What follows belongs to an exercise in optimizing a design on an open flow for small area; a production flow would make more cautious choices.
Only simulation tests tie the RTL to the original design; equivalence was not proved.
In every run shown here, the design's own scripts or RTL, not TritonCTS, make the clock network.
The clock input has no modelled driver; a real chip could not lean on it and would need a root buffer or a full tree.
Power figures rest on the tool's default switching activity, not on a simulated workload.

$ cat flow/flow/abc1.script
strash
dc2
dch -f
amap
$ cat flow/config.mk
export PLATFORM = sky130hd
export DESIGN_NAME = dr1363_validator
export DESIGN_NICKNAME = dr1363_validator
export VERILOG_FILES = /design/flow/design.v
export SDC_FILE = /design/flow/constraint.sdc
export NUM_CORES = 4
export LEC_CHECK = 0
export CAP_MARGIN = 0
export CORE_MARGIN = 2
export CORE_UTILIZATION = 80
export PLACE_DENSITY = 0.9
export SLEW_MARGIN = 0
$ cat flow/flow/abc5.script
strash
dc2
dch -f
amap
topo
dnsize -c
$ cat flow/standard.sh
#!/bin/bash
# synth_recipe.tcl (not shown) runs the flow's synth.tcl, then flattens the netlist and writes it again
# the make line also repeats each setting of config.mk as NAME=value (left out here)
make -C /OpenROAD-flow-scripts/flow DESIGN_CONFIG=/design/flow/config.mk WORK_HOME=/design/flow/orfs CLKGATE_MAP_FILE= SYNTH_SCRIPT=/design/flow/synth_recipe.tcl "${@:-finish}"
$ cat flow/design.v
module dr1363_validator (
    input  wire        clk,
    input  wire        rst,         
    input  wire        in_valid,
    input  wire [7:0]  in_data,
    input  wire        in_last,
    output reg         pay_valid,
    output reg  [7:0]  pay_data,
    output reg         res_valid,
    output reg  [7:0]  res_code,
    output reg  [7:0]  res_info,
    output reg  [11:0] res_len
);
    localparam [2:0] E_NONE = 3'b000;
    localparam [2:0] E_MARK = 3'b010;
    localparam [2:0] E_FD   = 3'b110;
    localparam [2:0] E_SREJ = 3'b011;
    localparam [2:0] E_LCHK = 3'b100;
    function [7:0] enc;
        input [7:0] c;
        begin
            enc[7:4] = c[7:4];
            enc[0]   = c[0] ^ c[6];
            enc[1]   = c[1] ^ (c[6] & c[0]);
            enc[2]   = c[2] ^ (c[6] & c[1] & c[0]);
            enc[3]   = c[3] ^ (c[6] & ~(c[2] & c[1] & c[0]));
        end
    endfunction
    function [7:0] dec;
        input [7:0] e;
        begin
            dec[7:4] = e[7:4];
            dec[0]   = e[0] ^ e[6];
            dec[1]   = e[1] ^ (e[6] & ~e[0]);
            dec[2]   = e[2] ^ (e[6] & ~(e[1] | e[0]));
            dec[3]   = e[3] ^ (e[6] & (e[2] | e[1] | e[0]));
        end
    endfunction
    reg  [12:0] c;
    reg  [15:0] ns;           
    reg  [7:0]  dly0, dly1, dly2, dly3;    
    reg  [11:0] rn;           
    wire [11:0] r = ~rn;
    reg  [2:0]  e;
    reg         done;         
    wire        acc   = in_valid && !rst;
    wire        fresh = done;
    wire        is_cr = (in_data == 8'h0D);
    wire        crl   = in_last && is_cr;
    wire [7:0]  in_enc = enc(in_data);
    wire [3:0]  hv    = in_enc[3:0];
    wire        hv_hi = in_enc[3] & (in_enc[2] | in_enc[1]);    
    wire        hx    = hv_hi ? ((in_enc[7:6] == 2'b01) && !in_enc[4])
                              : (in_enc[7:4] == 4'h3);
    wire [7:0]  d3    = dec(dly3);
    wire        neg   = c[12] & c[11];
    wire        sat   = c[12] & ~c[11] & c[0];
    wire        c4096 = c[12] & ~c[11] & ~c[0];
    wire        mid   = acc & ~fresh & c[12];
    wire        j4    = mid & (c[4:0] == 5'b10011);
    wire        j7    = mid & (c[4:0] == 5'b10110);
    wire        j8    = mid & (c[4:0] == 5'b10111);
    wire        j9    = mid & (c[4:0] == 5'b11000);
    wire        j10   = mid & (c[4:0] == 5'b11001);
    wire        j11   = mid & (c[4:0] == 5'b11010);
    wire        j12   = mid & (c[4:0] == 5'b11011);
    wire        inc   = acc & ~(crl & (fresh | ~c4096)) & (fresh | ~sat);
    wire [12:0] c_base = (acc & fresh) ? 13'h1FEF : c;
    wire        ld    = j4;
    wire        addok = acc & ~crl;
    wire [3:0]  l_a   = j9 ? 4'd0 : r[11:8];
    wire [4:0]  l_c;
    wire [3:0]  lsum;
    wire [13:0] c_k;
    wire [12:0] c_next;
    wire        none  = (e == E_NONE);
    wire [15:0] t_base = ld ? 16'hFF81 : ns;
    wire [7:0]  t_add  = addok ? d3 : 8'd0;
    wire [16:0] t_c;
    wire [15:0] t_next;
    assign t_c[0] = 1'b0;
    genvar gi;
    generate
        for (gi = 0; gi < 8; gi = gi + 1) begin : g_lo
            assign t_next[gi] = t_base[gi] ^ t_add[gi] ^ t_c[gi];
            assign t_c[gi+1]  = (t_base[gi] & t_add[gi]) | (t_c[gi] & (t_base[gi] ^ t_add[gi]));
        end
        for (gi = 8; gi < 16; gi = gi + 1) begin : g_hi
            assign t_next[gi] = t_base[gi] ^ t_c[gi];
            assign t_c[gi+1]  = t_base[gi] & t_c[gi];
        end
        for (gi = 0; gi < 4; gi = gi + 1) begin : g_l
            assign lsum[gi]  = l_a[gi] ^ hv[gi] ^ l_c[gi];
            assign l_c[gi+1] = (l_a[gi] & hv[gi]) | (l_c[gi] & (l_a[gi] ^ hv[gi]));
        end
        for (gi = 0; gi < 13; gi = gi + 1) begin : g_c
            assign c_next[gi] = c_base[gi] ^ c_k[gi];
            assign c_k[gi+1]  = c_base[gi] & c_k[gi];
        end
    endgenerate
    assign l_c[0] = 1'b0;
    assign c_k[0] = inc;
    always @(posedge clk) begin
        c  <= c_next;
        ns <= t_next;
        pay_data <= d3;
        if (rst) begin
            done      <= 1'b1;
            pay_valid <= 1'b0;
            res_valid <= 1'b0;
        end else begin
            pay_valid <= acc & ~fresh & ~neg & ~crl;
            res_valid <= acc & in_last;
            if (acc)
                done <= in_last;
        end
        if (addok) begin
            dly3 <= dly2;
            dly2 <= dly1;
            dly1 <= dly0;
            dly0 <= in_enc;
        end
        if (j7 | j8 | ((j10 | j11 | j12) & ~e[0]))
            rn[7:0] <= ~{r[3:0], hv};
        if (j9 | j10 | j11)
            rn[11:8] <= ~lsum;
        else if (j12)
            rn[11:8] <= ~r[7:4];
        if (acc & fresh)
            e <= (in_data == 8'h7E) ? E_NONE : E_MARK;
        else if (none) begin
            if ((j7 | j8) & ~hx)
                e <= E_FD;
            else if (j8 & ((r[3:0] != 4'd0) | (hv != 4'd0)))
                e <= E_SREJ;
            else if ((j9 | j10 | j11) & ~hx)
                e <= E_LCHK;
            else if (j12 & (~hx | (lsum != 4'd0)))
                e <= E_LCHK;
        end
    end
    function hex_is;
        input [7:0] e;
        input [3:0] n;
        begin
            if (n <= 4'd9)
                hex_is = (e[7:4] == 4'h3) && (e[3:0] == n);
            else
                hex_is = (e[7:6] == 2'b01) && (e[4] == 1'b0) && (e[3:0] == n);
        end
    endfunction
    wire        chk_ok  = hex_is(dly3, ~ns[15:12]) && hex_is(dly2, ~ns[11:8]) &&
                          hex_is(dly1, ~ns[7:4]) && hex_is(dly0, ~ns[3:0]);
    wire        len_ok  = ~c[12] && (r == c[11:0]);
    wire        pre    = ~sat & ~neg;
    wire        ok     = pre & none & chk_ok & len_ok;
    wire        srej   = pre & e[0];
    wire        badchk = none & ~chk_ok;
    always @(*) begin
        res_code[7]   = sat;
        res_code[6]   = ~sat & ~ok;
        res_code[5:4] = 2'b00;
        res_code[3]   = pre & e[2] & e[1];
        res_code[2]   = pre & ((e[2] & ~e[1]) | (none & ~(chk_ok & len_ok)));
        res_code[1]   = sat | (pre & ((e[1] & ~e[2]) | (none & chk_ok & ~len_ok)));
        res_code[0]   = (~sat & neg) | (pre & (e[0] | badchk));
        res_info      = srej ? r[7:0] : 8'd0;
        res_len       = ok ? r : 12'd0;
    end
endmodule
$ cat flow/flow/abc2.script
strash
dc2
dch -f
amap -F 4 -A 8
$ cat flow/flow/abc4.script
strash
dc2
dch -f
amap -m
$ cat flow/flow/abc3.script
strash
&get -n
&st
&syn2
&dch -f
&nf -a
&put
topo
dnsize -c
$ cat flow/constraint.sdc
create_clock -name core_clock -period 8.0 [get_ports {clk}]
set_input_delay 1.6000 -clock core_clock [delete_from_list [all_inputs] [get_ports {clk}]]
set_output_delay 1.6000 -clock core_clock [all_outputs]
set_load 0.01 [all_outputs]
$ cat flow/flow/abc_multi.tcl
# Technology-map the design with each of the ABC scripts in this folder
# (abc*.script) and keep the mapping with the least cell area. Sourced by the
# synthesis script in place of its single abc call; uses its $abc_args and
# $lib_args.
set abc_dir [file dirname [info script]]
design -save my_pre_abc
set best_area 1e30
set best_script ""
foreach scr [lsort [glob $abc_dir/abc*.script]] {
  design -load my_pre_abc
  log_cmd abc {*}[lreplace $abc_args 1 1 $scr]
  opt_clean -purge
  set st [tee -q -s result.string stat {*}$lib_args]
  if { ![regexp {Chip area for module[^:]*:\s*([0-9.]+)} $st -> area] } {
    error "no area from stat after $scr"
  }
  puts "abc script [file tail $scr]: cell area $area"
  if { $area < $best_area } {
    set best_area $area
    set best_script $scr
    design -save my_best_abc
  }
}
puts "abc: keeping [file tail $best_script] (cell area $best_area)"
design -load my_best_abc
$ cat flow/flow/clock_tree.tcl
set nbuf $::env(CLK_NBUF)
set db [ord::get_db]
set block [ord::get_db_block]
set master [$db findMaster $::env(CLK_LEAF)]
set clk_net [$block findNet clk]

set sinks {}
foreach it [$clk_net getITerms] {
  set loc [$it getAvgXY]
  lappend sinks [list $it [lindex $loc 1] [lindex $loc 2]]
}
set n [llength $sinks]
puts "manual clock tree: $n sinks, $nbuf buffers"

# k-means, seeded with sinks spread along x
set sorted [lsort -real -index 1 $sinks]
set cent {}
for {set k 0} {$k < $nbuf} {incr k} {
  set s [lindex $sorted [expr {int(($k + 0.5) * $n / $nbuf)}]]
  lappend cent [list [lindex $s 1] [lindex $s 2]]
}
for {set iter 0} {$iter < 20} {incr iter} {
  # capacity-limited assignment: nearest free group, closest pairs first
  set cap [expr {($n + $nbuf - 1) / $nbuf}]
  set pairs {}
  set i 0
  foreach s $sinks {
    for {set k 0} {$k < $nbuf} {incr k} {
      set c [lindex $cent $k]
      lappend pairs [list [expr {abs([lindex $s 1] - [lindex $c 0]) + abs([lindex $s 2] - [lindex $c 1])}] $i $k]
    }
    incr i
  }
  set assign [lrepeat $n -1]
  set fill [lrepeat $nbuf 0]
  foreach p [lsort -real -index 0 $pairs] {
    lassign $p d i k
    if {[lindex $assign $i] >= 0 || [lindex $fill $k] >= $cap} { continue }
    lset assign $i $k
    lset fill $k [expr {[lindex $fill $k] + 1}]
  }
  set newc {}
  for {set k 0} {$k < $nbuf} {incr k} {
    set sx 0.0; set sy 0.0; set m 0
    foreach s $sinks a $assign {
      if {$a == $k} { set sx [expr {$sx + [lindex $s 1]}]; set sy [expr {$sy + [lindex $s 2]}]; incr m }
    }
    if {$m > 0} { lappend newc [list [expr {$sx / $m}] [expr {$sy / $m}]] } else { lappend newc [lindex $cent $k] }
  }
  set cent $newc
}

set src_net $clk_net
if { [info exists ::env(CLK_ROOT)] && $::env(CLK_ROOT) ne "" } {
  set root [odb::dbInst_create $block [$db findMaster $::env(CLK_ROOT)] "clkinv_manual_root"]
  set src_net [odb::dbNet_create $block "clk_manual_root"]
  $src_net setSigType CLOCK
  [$root findITerm A] connect $clk_net
  [$root findITerm Y] connect $src_net
  set sx 0.0; set sy 0.0
  foreach c $cent { set sx [expr {$sx + [lindex $c 0]}]; set sy [expr {$sy + [lindex $c 1]}] }
  $root setLocation [expr {int($sx / $nbuf)}] [expr {int($sy / $nbuf)}]
  $root setPlacementStatus PLACED
}
set leaf_out [expr {[string match "*inv*" $::env(CLK_LEAF)] ? "Y" : "X"}]
for {set k 0} {$k < $nbuf} {incr k} {
  set inst [odb::dbInst_create $block $master "clkbuf_manual_$k"]
  set net [odb::dbNet_create $block "clk_manual_$k"]
  $net setSigType CLOCK
  set m 0
  foreach s $sinks a $assign {
    if {$a == $k} {
      set it [lindex $s 0]
      $it disconnect
      $it connect $net
      incr m
    }
  }
  [$inst findITerm A] connect $src_net
  [$inst findITerm $leaf_out] connect $net
  set c [lindex $cent $k]
  $inst setLocation [expr {int([lindex $c 0])}] [expr {int([lindex $c 1])}]
  $inst setPlacementStatus PLACED
  puts "manual clock tree: buffer $k drives $m sinks"
}

# connect the new cells' supply pins as the floorplan's PDN set-up does, then
# keep timing repair from resizing, cloning or removing the tree's cells
global_connect
foreach inst [$block getInsts] {
  if { [string match "clk*_manual_*" [$inst getName]] } {
    $inst setDoNotTouch 1
  }
}
set_propagated_clock [all_clocks]
proc clock_tree_synthesis {args} {
  puts "clock_tree_synthesis skipped: the clock tree was built by clock_tree.tcl"
}
$ cat flow/flow/run.sh
#!/bin/bash
# The standard layout (standard.sh), with three changes:
#  - synthesis is the standard flow's own script (synth_recipe.tcl and ORFS's synth.tcl), except
#    that its single ABC mapping call is replaced by flow/abc_multi.tcl, which maps
#    the logic with each of the area-oriented ABC scripts flow/abc*.script and keeps
#    the smallest result; the registers are the standard synthesis's;
#  - ports are buffered with buf_1 cells;
#  - the clock tree is built by flow/clock_tree.tcl (run as PRE_CTS_TCL) instead of
#    TritonCTS: the clock port drives one inv_4, which drives three inv_12 cells,
#    each driving a third of the registers.
# make's full output goes to layout.log in this folder.
set -euo pipefail
export CLK_NBUF=3
export CLK_ROOT=sky130_fd_sc_hd__inv_4
export CLK_LEAF=sky130_fd_sc_hd__inv_12
here=$(pwd)
sed "s|  log_cmd abc {\*}\$abc_args|  source $here/flow/abc_multi.tcl|" \
  "$FLOW_HOME/scripts/synth.tcl" > synth_area.tcl
grep -q "flow/abc_multi.tcl" synth_area.tcl
sed "s|source \$::env(SCRIPTS_DIR)/synth.tcl|source $here/synth_area.tcl|" synth_recipe.tcl > synth_recipe_area.tcl
grep -q "synth_area.tcl" synth_recipe_area.tcl
bash standard.sh \
  "SYNTH_SCRIPT=$here/synth_recipe_area.tcl" \
  "BUFFER_PORTS_ARGS=-buffer_cell sky130_fd_sc_hd__buf_1" \
  "PRE_CTS_TCL=$here/flow/clock_tree.tcl" \
  finish > layout.log 2>&1
==> results.sh, run 1 <==
export IMPL_synth_edf_count=47
export IMPL_ys_warn_count=1
export IMPL_coreArea_um2=4790
export IMPL_synth_most_common_cell="nor2_1"
export IMPL_clk_transition_reported_paths_ns=0.12
export IMPL_clock_latency_ns=0.24
export IMPL_avgSynthCellArea_um2=10.4
export IMPL_r2r_start="done$_SDFFE_PP1N_"
export IMPL_stdcell_area_um2=4330
export IMPL_vias=3322
export IMPL_dpl_cell_area_um2=4280
export IMPL_fin_crit_sh=0.858
export IMPL_r2r_slack_ns=2.42
export IMPL_worst_ep_arrival_time_ns=6.99
export IMPL_first_iter_violations=349
export IMPL_criticalPathCategory="in2reg"
export IMPL_hold_buffers=0
export IMPL_n_fill_cell=224
export IMPL_cp_max_fo=5
export IMPL_routedWlPerCell_um=19.6
export IMPL_synth_area_leader_cell="edfxtp_1"
export IMPL_r2r_cells=26
export IMPL_drv_cap=0
export IMPL_ctsResizeCount=0
export IMPL_synthToLayoutAreaGrowth_pct=7.81
export IMPL_drt_total_wl_um=9870
export IMPL_dieArea_um2=5610
export IMPL_synth_seq_cells=87
export IMPL_routabilityCongestion=0.919
export IMPL_cp_required_ns=8.13
export IMPL_max_freq_mhz=146
export IMPL_synth_top_cell_area_share=0.351
export IMPL_via_per_inst=6.60
export IMPL_slew_headroom=0.155
export IMPL_critPathMaxStageDelay_ns=0.39
export IMPL_rsz0062_at_grt="false"
export IMPL_fin_skew_ns=0.0168
export IMPL_register_area_um2=2210
export IMPL_cp_end_kind="register"
export IMPL_powerDensity_nw_per_um2=247
export IMPL_ys_flop_type="edfxtp_1"
export IMPL_yosysSeqAreaShare=0.550
export IMPL_period_minus_slack_ns=6.87
export IMPL_worst_slew_pin_slew_ns=1.25
export IMPL_hp_class="reg2reg"
export IMPL_netlist_area_um2=4020
export IMPL_finalSetupViolCount=0
export IMPL_drive_gt1_frac=0.0161
export IMPL_dieWidth_um=74.9
export IMPL_drv_slew=0
export IMPL_grt_usage=0.373
export IMPL_hold_ws_ns=0.436
export IMPL_portBuffers=47
export IMPL_ir_worst_vdd_v=0.000217
export IMPL_r2r_end="ns[15]$_DFF_P_"
export IMPL_overflow=0
export IMPL_hold_end="pay_data[7]$_DFF_P_"
export IMPL_dp_hpwl_um=7250
export IMPL_synth_cell_types=41
export IMPL_outcome="no timing/DRC/antenna violations"
export IMPL_initial_core_util=0.840
export IMPL_drc=0
export IMPL_antenna_cells=0
export IMPL_nNetsFinal=482
export IMPL_path_common_cell="ha_1"
export IMPL_antenna_found_initial=0
export IMPL_grt_max_degree=37
export IMPL_multi_input_area_um2=1600
export IMPL_grt_pass1_vias=3174
export IMPL_dieHeight_um=74.9
export IMPL_placementRows=25
export IMPL_cts_setup_buffers=0
export IMPL_ant_nets=0
export IMPL_ys_top_cells_by_area="edfxtp_1 35%, dfxtp_1 20%, ha_1 7.2%"
export IMPL_tns_ns=0
export IMPL_post_route_util=0.906
export IMPL_hold_viol=0
export IMPL_async_reset_ff_frac=0
export IMPL_synthTopCellsByCount="55 x nor2_1, 52 x clkinv_1, 47 x edfxtp_1"
export IMPL_grt_pass1_wl_um=15600
export IMPL_drt_pass1_iter_count=5
export IMPL_ios=50
export IMPL_synth_cells=385
export IMPL_power_leakage_uw=0.00154
export IMPL_holdPathStages=0
export IMPL_worstHoldStart="dly3[7]$_DFFE_PN_"
export IMPL_start_kind="input port"
export IMPL_slowest_stage="fa_1"
[critical path: cells and delay by family]
family                   cells  cell delay, ns
AO/OA/AOI/OAI                1            0.09
buffers and inverters        7            0.73
adder cells (fa/ha/maj)     15            3.65
AND/OR/NAND/NOR              6            0.94
[registers in the layout, summed over array words and instances, names as in the netlist]
| signal | cells |
|---|---|
| dly3 | 8 |
| ns | 16 |
| rn | 12 |
| c | 13 |
| dly2 | 8 |
| dly0 | 8 |
| e | 3 |
| done | 1 |
| pay_data | 8 |
| res_valid | 1 |
| dly1 | 8 |
| pay_valid | 1 |
[power breakdown]
group	switching (µW)	leakage (µW)	internal, µW
combinational	174	0.000750	105
clock	152	0.0000263	21.8
sequential	73.8	0.000768	545
total	401	0.00154	672
[cell families (layout without fill, tap and decap cells)]
group / Yosys count / count (layout) / share of synthesized area
AOI/OAI and AO/OA: 71 / 71 / 0.114
buffers and inverters: 55 / 105 / 0.0542
xor gates and xnor gates: 1 / 1 / 0.00218
and+or+nand+nor: 138 / 138 / 0.162
DFF: 87 / 87 / 0.550
other: 1 / 2 / 0.000933
adders and majority gates: 32 / 32 / 0.116
[cell type report]
| type | count | area share |
|---|---|---|
| inverters | 56 | 0.0577 |
| well taps | 67 | 0.0193 |
| flip-flops and latches | 87 | 0.510 |
| repair buffers | 49 | 0.0442 |
| multi-input cells | 244 | 0.368 |
[layout by cell type, fill, tap and decap left out, drive strengths merged, types with 3 or more instances in the layout]
cell	count
nor2	55
clkinv	52
buf	49
edfxtp	47
dfxtp	40
nand2	29
ha	23
a21oi	18
or2	13
o21ai	12
o22ai	11
nor3	11
fa	9
or4	8
a31oi	8
nor2b	7
o21a	4
inv	4
a221oi	3
nand3	3
nor4	3
[per-layer routing]
metal,GRT usage,share of wire,vias to the layer above,routed length [µm]
met3,0.0415,0.087,71,855
met1,0.434,0.34,1511,3350
li1,-,-,1461,-
met2,0.689,0.51,279,5040
met4,0.169,0.064,0,627
met5,0,0,-,0
[per-stage QoR]
step	worst slack [ns]	std cells	power, µW
3_3_place_gp	1.44	499	856
4_1_cts	1.23	503	1060
5_1_grt	0.859	503	1110
2_1_floorplan	0.768	386	789
3_5_place_dp	1.04	499	889
6_report	1.13	503	1070
[worst max path at each step]
stage,from,endpoint,slack (ns)
global route,in_data[0],ns[15]$_DFF_P_,0.86
detailed placement,in_data[0],ns[15]$_DFF_P_,1.04
global placement,in_data[6],ns[15]$_DFF_P_,1.44
finish,in_data[0],ns[15]$_DFF_P_,1.13
CTS,in_data[0],ns[15]$_DFF_P_,1.23
floorplan,in_data[0],ns[15]$_DFF_P_,0.77
==> run 2, diff against run 1 <==
--- a/flow/config.mk
+++ b/flow/config.mk
@@ -7,6 +7,6 @@
 export LEC_CHECK = 0
 export CAP_MARGIN = 0
 export CORE_MARGIN = 2
-export CORE_UTILIZATION = 80
-export PLACE_DENSITY = 0.9
+export CORE_UTILIZATION = 85
+export PLACE_DENSITY = 0.92
 export SLEW_MARGIN = 0
==> results.sh, run 2 <==
export IMPL_path_common_cell="ha_1"
export IMPL_dieWidth_um=72.8
export IMPL_internal_power_uw=674
export IMPL_grt_pass1_vias=3269
export IMPL_avgSynthCellArea_um2=10.4
export IMPL_worstHoldStart="dly3[7]$_DFFE_PN_"
export IMPL_via_per_inst=6.87
export IMPL_dieHeight_um=72.8
export IMPL_synth_seq_cells=87
export IMPL_drc=0
export IMPL_ys_top_cells_by_area="edfxtp_1 35%, dfxtp_1 20%, ha_1 7.2%"
export IMPL_cts_setup_buffers=0
export IMPL_routabilityCongestion=0.984
export IMPL_synthToLayoutAreaGrowth_pct=7.41
export IMPL_outcome="no timing/DRC/antenna violations"
export IMPL_period_minus_slack_ns=6.84
export IMPL_nNetsFinal=482
export IMPL_ctsResizeCount=0
export IMPL_drive_gt1_frac=0.0161
export IMPL_r2r_end="ns[15]$_DFF_P_"
export IMPL_fin_crit_sh=0.855
export IMPL_fin_skew_ns=0.00715
export IMPL_max_freq_mhz=146
export IMPL_clkPwrFrac=0.157
export IMPL_powerDensity_nw_per_um2=250
export IMPL_synth_area_leader_cell="edfxtp_1"
export IMPL_async_reset_ff_frac=0
export IMPL_criticalPathCategory="in2reg"
export IMPL_final_cells=490
export IMPL_drt_pass1_iter_count=7
export IMPL_hold_viol=0
export IMPL_holdPathStages=0
export IMPL_r2r_cells=25
export IMPL_worst_slew_pin_slew_ns=1.20
export IMPL_antenna_cells=0
export IMPL_portBuffers=47
export IMPL_synth_cell_types=41
export IMPL_first_iter_violations=331
export IMPL_grt_pass1_wl_um=16300
export IMPL_start_kind="input port"
export IMPL_critPathBufInv=7
export IMPL_r2r_slack_ns=2.50
export IMPL_slowest_stage="nor4_1"
export IMPL_tns_ns=0
export IMPL_post_route_util=0.933
export IMPL_ys_flop_type="edfxtp_1"
export IMPL_dp_slack_ns=1.02
export IMPL_cp_end_kind="register"
export IMPL_largest_register_ffs=16
export IMPL_yosysSeqAreaShare=0.550
export IMPL_clk_transition_reported_paths_ns=0.11
export IMPL_clock_latency_ns=0.23
export IMPL_worst_slack_ns=1.16
export IMPL_power_leakage_uw=0.00154
export IMPL_hold_ws_ns=0.419
export IMPL_netlist_area_um2=4020
export IMPL_finalSetupViolCount=0
export IMPL_worst_ep_arrival_time_ns=6.96
export IMPL_dp_hpwl_um=7630
export IMPL_synth_most_common_cell="nor2_1"
export IMPL_synthTopCellsByCount="55 x nor2_1, 52 x clkinv_1, 47 x edfxtp_1"
export IMPL_hp_class="reg2reg"
export IMPL_final_cell_mix="54 x nor2_1, 52 x clkinv_1, 47 x edfxtp_1, 47 x buf_1, 40 x dfxtp_1"
export IMPL_drv_slew=0
export IMPL_power_switching_uw=407
export IMPL_drt_total_wl_um=10300
export IMPL_ios=50
export IMPL_antenna_found_initial=0
export IMPL_cp_max_fo=5
export IMPL_rsz0062_at_grt="false"
export IMPL_netSwitchingFraction=0.376
export IMPL_post_place_cells=486
export IMPL_combPwrFrac=0.269
export IMPL_drv_cap=0
export IMPL_mostFrequentLayoutCell="nor2_1"
export IMPL_synth_top_cell_area_share=0.351
export IMPL_seqPwrFrac=0.574
export IMPL_r2r_start="c[12]$_DFF_P_"
export IMPL_ir_worst_vdd_v=0.000224
export IMPL_overflow=0
export IMPL_synth_edf_count=47
export IMPL_crit_family="adder cells"
export IMPL_ant_nets=0
export IMPL_hold_buffers=0
export IMPL_placementRows=25
export IMPL_cp_required_ns=8.12
export IMPL_slew_headroom=0.194
export IMPL_ys_warn_count=1
export IMPL_critPathMaxStageDelay_ns=0.45
export IMPL_hold_end="pay_data[7]$_DFF_P_"
export IMPL_regMostFlops="ns"
export IMPL_initial_core_util=0.868
export IMPL_synth_cells=385
export IMPL_n_fill_cell=148
export IMPL_grt_max_degree=37
export IMPL_routedWlPerCell_um=21.0
export IMPL_top_regs="ns: 16 flops, c: 13 flops, rn: 12 flops"
export IMPL_dieArea_um2=5300
export IMPL_vias=3366
export IMPL_coreArea_um2=4630
export IMPL_grt_usage=0.408
run 2: logic make-up (layout without fill, tap and decap cells):
logic type | Yosys count | count (layout) | synth area share
XOR/XNOR | 1 | 1 | 0.00218
adder cells (fa/ha/maj) | 32 | 32 | 0.116
other | 1 | 2 | 0.000933
flip-flops | 87 | 87 | 0.550
buffers and inverters | 55 | 105 | 0.0542
AO/OA/AOI/OAI | 71 | 71 | 0.114
AND/OR/NAND/NOR | 138 | 138 | 0.162
run 2: worst max-delay path by stage:
| stage | endpoint | cells past startpoint | slack [ns] | start |
|---|---|---|---|---|
| after detailed placement | ns[15]$_DFF_P_ | 29 | 1.02 | in_data[0] |
| final | ns[15]$_DFF_P_ | 29 | 1.16 | in_data[0] |
| after global routing | ns[15]$_DFF_P_ | 29 | 0.94 | in_data[0] |
| after global placement | ns[15]$_DFF_P_ | 28 | 1.45 | in_data[6] |
| after floorplan | ns[15]$_DFF_P_ | 27 | 0.77 | in_data[0] |
| after CTS | ns[15]$_DFF_P_ | 29 | 1.21 | in_data[0] |
run 2: per-layer routing:
layer	routed length [µm]	global-route usage	share of wire
met3	850	0.0843	0.083
met2	5310	0.711	0.52
met5	0	0	0
met1	3350	0.462	0.33
met4	777	0.239	0.076
run 2: power groups by stage:
stage,registers [µW],clock network [µW],logic (µW)
finish,620,169,291
global route,624,182,318
CTS,613,165,281
detailed placement,622,0,277
global placement,613,0,240
floorplan,598,0,191
run 2: layout make-up:
class | instances | area [µm²] | area share
Inverter | 56 | 250 | 0.0580
Multi-Input combinational cell | 244 | 1600 | 0.370
Sequential cell | 87 | 2210 | 0.512
Tap cell | 54 | 67.6 | 0.0156
Timing Repair Buffer | 49 | 191 | 0.0443
run 2: through the flow:
stage          power (µW)  instance area [µm²]
2_1_floorplan         789                 4020
6_report             1080                 4320
3_5_place_dp          900                 4260
4_1_cts              1060                 4320
5_1_grt              1120                 4320
3_3_place_gp          853                 4260
==> run 3, diff against run 2 <==
--- a/flow/flow/run.sh
+++ b/flow/flow/run.sh
@@ -6,13 +6,13 @@
 #    the smallest result; the registers are the standard synthesis's;
 #  - ports are buffered with buf_1 cells;
 #  - the clock tree is built by flow/clock_tree.tcl (run as PRE_CTS_TCL) instead of
-#    TritonCTS: the clock port drives one inv_4, which drives three inv_12 cells,
+#    TritonCTS: the clock port drives one inv_4, which drives three inv_16 cells,
 #    each driving a third of the registers.
 # make's full output goes to layout.log in this folder.
 set -euo pipefail
 export CLK_NBUF=3
 export CLK_ROOT=sky130_fd_sc_hd__inv_4
-export CLK_LEAF=sky130_fd_sc_hd__inv_12
+export CLK_LEAF=sky130_fd_sc_hd__inv_16
 here=$(pwd)
 sed "s|  log_cmd abc {\*}\$abc_args|  source $here/flow/abc_multi.tcl|" \
   "$FLOW_HOME/scripts/synth.tcl" > synth_area.tcl
--- a/flow/config.mk
+++ b/flow/config.mk
@@ -7,6 +7,6 @@
 export LEC_CHECK = 0
 export CAP_MARGIN = 0
 export CORE_MARGIN = 2
-export CORE_UTILIZATION = 85
-export PLACE_DENSITY = 0.92
+export CORE_UTILIZATION = 80
+export PLACE_DENSITY = 0.9
 export SLEW_MARGIN = 0
==> results.sh, run 3 <==
export IMPL_outcome="no timing/DRC/antenna violations"
export IMPL_drt_pass1_iter_count=7
export IMPL_hold_buffers=0
export IMPL_ios=50
export IMPL_yosysSeqAreaShare=0.550
export IMPL_dieHeight_um=74.9
export IMPL_regMostFlops="ns"
export IMPL_dp_hpwl_um=7250
export IMPL_netlist_area_um2=4020
export IMPL_cp_end_kind="register"
export IMPL_post_route_util=0.908
export IMPL_cp_required_ns=8.14
export IMPL_first_iter_violations=321
export IMPL_clock_latency_ns=0.25
export IMPL_fin_crit_sh=0.847
export IMPL_ys_top_cells_by_area="edfxtp_1 35%, dfxtp_1 20%, ha_1 7.2%"
export IMPL_crit_family="adder cells"
export IMPL_drv_cap=0
export IMPL_drive_gt1_frac=0.0161
export IMPL_routabilityCongestion=0.919
export IMPL_power_leakage_uw=0.00155
export IMPL_grt_pass1_wl_um=15900
export IMPL_powerDensity_nw_per_um2=251
export IMPL_coreArea_um2=4790
export IMPL_hp_class="reg2reg"
export IMPL_clk_transition_reported_paths_ns=0.10
export IMPL_cp_max_fo=5
export IMPL_rsz0062_at_grt="false"
export IMPL_ys_warn_count=1
export IMPL_nNetsFinal=482
export IMPL_worst_slew_pin_slew_ns=1.24
export IMPL_ant_nets=0
export IMPL_power_uw=1090
export IMPL_avgSynthCellArea_um2=10.4
export IMPL_synthToLayoutAreaGrowth_pct=8.09
export IMPL_grt_pass1_vias=3207
export IMPL_register_area_um2=2210
export IMPL_fin_skew_ns=0.0148
export IMPL_synth_area_leader_cell="edfxtp_1"
export IMPL_synth_top_cell_area_share=0.351
export IMPL_max_freq_mhz=148
export IMPL_via_per_inst=6.55
export IMPL_synth_cell_types=41
export IMPL_drt_total_wl_um=10000
export IMPL_final_cell_mix="54 x nor2_1, 52 x clkinv_1, 47 x edfxtp_1, 47 x buf_1, 40 x dfxtp_1"
export IMPL_synth_most_common_cell="nor2_1"
export IMPL_routedWlPerCell_um=19.9
export IMPL_antenna_cells=0
export IMPL_hold_viol=0
export IMPL_multi_input_area_um2=1600
export IMPL_worst_slack_ns=1.23
export IMPL_hold_ws_ns=0.419
export IMPL_synth_edf_count=47
export IMPL_mostFrequentLayoutCell="nor2_1"
export IMPL_dieWidth_um=74.9
export IMPL_drv_slew=0
export IMPL_portBuffers=47
export IMPL_placementRows=25
export IMPL_criticalPathCategory="in2reg"
export IMPL_drc=0
export IMPL_ys_flop_type="edfxtp_1"
export IMPL_grt_max_degree=37
export IMPL_ctsResizeCount=0
export IMPL_synth_seq_cells=87
export IMPL_path_common_cell="ha_1"
export IMPL_largest_register_ffs=16
export IMPL_dieArea_um2=5610
export IMPL_cts_setup_buffers=0
export IMPL_start_kind="input port"
export IMPL_overflow=0
export IMPL_n_fill_cell=217
export IMPL_vias=3295
export IMPL_slew_headroom=0.167
export IMPL_antenna_found_initial=0
export IMPL_synthTopCellsByCount="55 x nor2_1, 52 x clkinv_1, 47 x edfxtp_1"
export IMPL_tns_ns=0
export IMPL_finalSetupViolCount=0
export IMPL_critPathMaxStageDelay_ns=0.39
export IMPL_worst_ep_arrival_time_ns=6.92
export IMPL_initial_core_util=0.840
export IMPL_ir_worst_vdd_v=0.000251
export IMPL_period_minus_slack_ns=6.77
export IMPL_slowest_stage="fa_1"
export IMPL_top_regs="ns: 16 flops, c: 13 flops, rn: 12 flops"
export IMPL_dp_slack_ns=1.04
export IMPL_critPathBufInv=7
export IMPL_async_reset_ff_frac=0
export IMPL_synth_cells=385
export IMPL_grt_usage=0.381
run 3: path summary, 6_finish.rpt:
path                                       endpoint  cells after the start               from  slack, ns
worst max-delay path                 ns[15]$_DFF_P_                     29         in_data[0]       1.23
worst min-delay path            pay_data[7]$_DFF_P_                      0  dly3[7]$_DFFE_PN_       0.42
worst max register to register       ns[15]$_DFF_P_                     26  done$_SDFFE_PP1N_       2.42
worst min register to register  pay_data[7]$_DFF_P_                      0  dly3[7]$_DFFE_PN_       0.42
run 3: metal layers:
layer | share of wire | GRT usage | vias up
met2 | 0.52 | 0.696 | 265
met5 | 0 | 0 | -
met3 | 0.089 | 0.0549 | 61
li1 | - | - | 1459
met4 | 0.054 | 0.159 | 0
met1 | 0.34 | 0.450 | 1510
run 3: where the power goes:
group / internal (µW) / switching [µW] / total, µW
Clock: 26.6 / 160 / 187
Sequential: 545 / 76.4 / 621
Combinational: 107 / 178 / 284
run 3: stage by stage:
stage          std cells  area, µm²
2_1_floorplan        386       4020
6_report             503       4350
5_1_grt              503       4350
3_3_place_gp         499       4280
3_5_place_dp         499       4280
4_1_cts              503       4350
run 3: logic make-up after synthesis:
kind of cell / Yosys count / synth area share
AND/OR/NAND/NOR: 138 / 0.162
adder cells (fa/ha/maj): 32 / 0.116
XOR/XNOR: 1 / 0.00218
buffers and inverters: 55 / 0.0542
other: 1 / 0.000933
flip-flops: 87 / 0.550
AO/OA/AOI/OAI: 71 / 0.114
run 3: final cells by class:
type,count,share of cell area
inverter,56,0.0602
sequential,87,0.509
timing repair buffer,49,0.0441
tap,67,0.0193
multi-input combinational,244,0.367

==> static timing again, ports no longer ideal <==
The flow's constraints put no driver on any port. The routed layouts listed below were extracted and timed again, unchanged, in two steps. Step 1: set_driving_cell puts a clkbuf_16 on clk and a buf_2 on each other input, an assumption about the parent block. Step 2 moves the port delays by t, midway between the first and last clock arrival at a register: inputs arrive t later, outputs are due t later. That takes back most of the time a late clock gives input paths. a / b / c = no drivers / after step 1 / after step 2; a / b = the first two.
| run | t, ns | setup WS [ns] | latest minus earliest clock arrival (ns) | worst slew at a driven data input, ns |
|---|---|---|---|---|
| run 1 | 0.262 | 1.134 / 1.146 / 0.884 | 0.017 / 0.017 | 0.03 |
| run 2 | 0.258 | 1.158 / 1.165 / 0.907 | 0.008 / 0.008 | 0.03 |
| run 3 | 0.278 | 1.226 / 1.238 / 0.960 | 0.015 / 0.015 | 0.03 |
After both steps setup and hold are still met in every run listed. For run 3, which loses most, drivers alone change the setup slack by +0.012 ns; drivers and shift together by -0.266 ns.
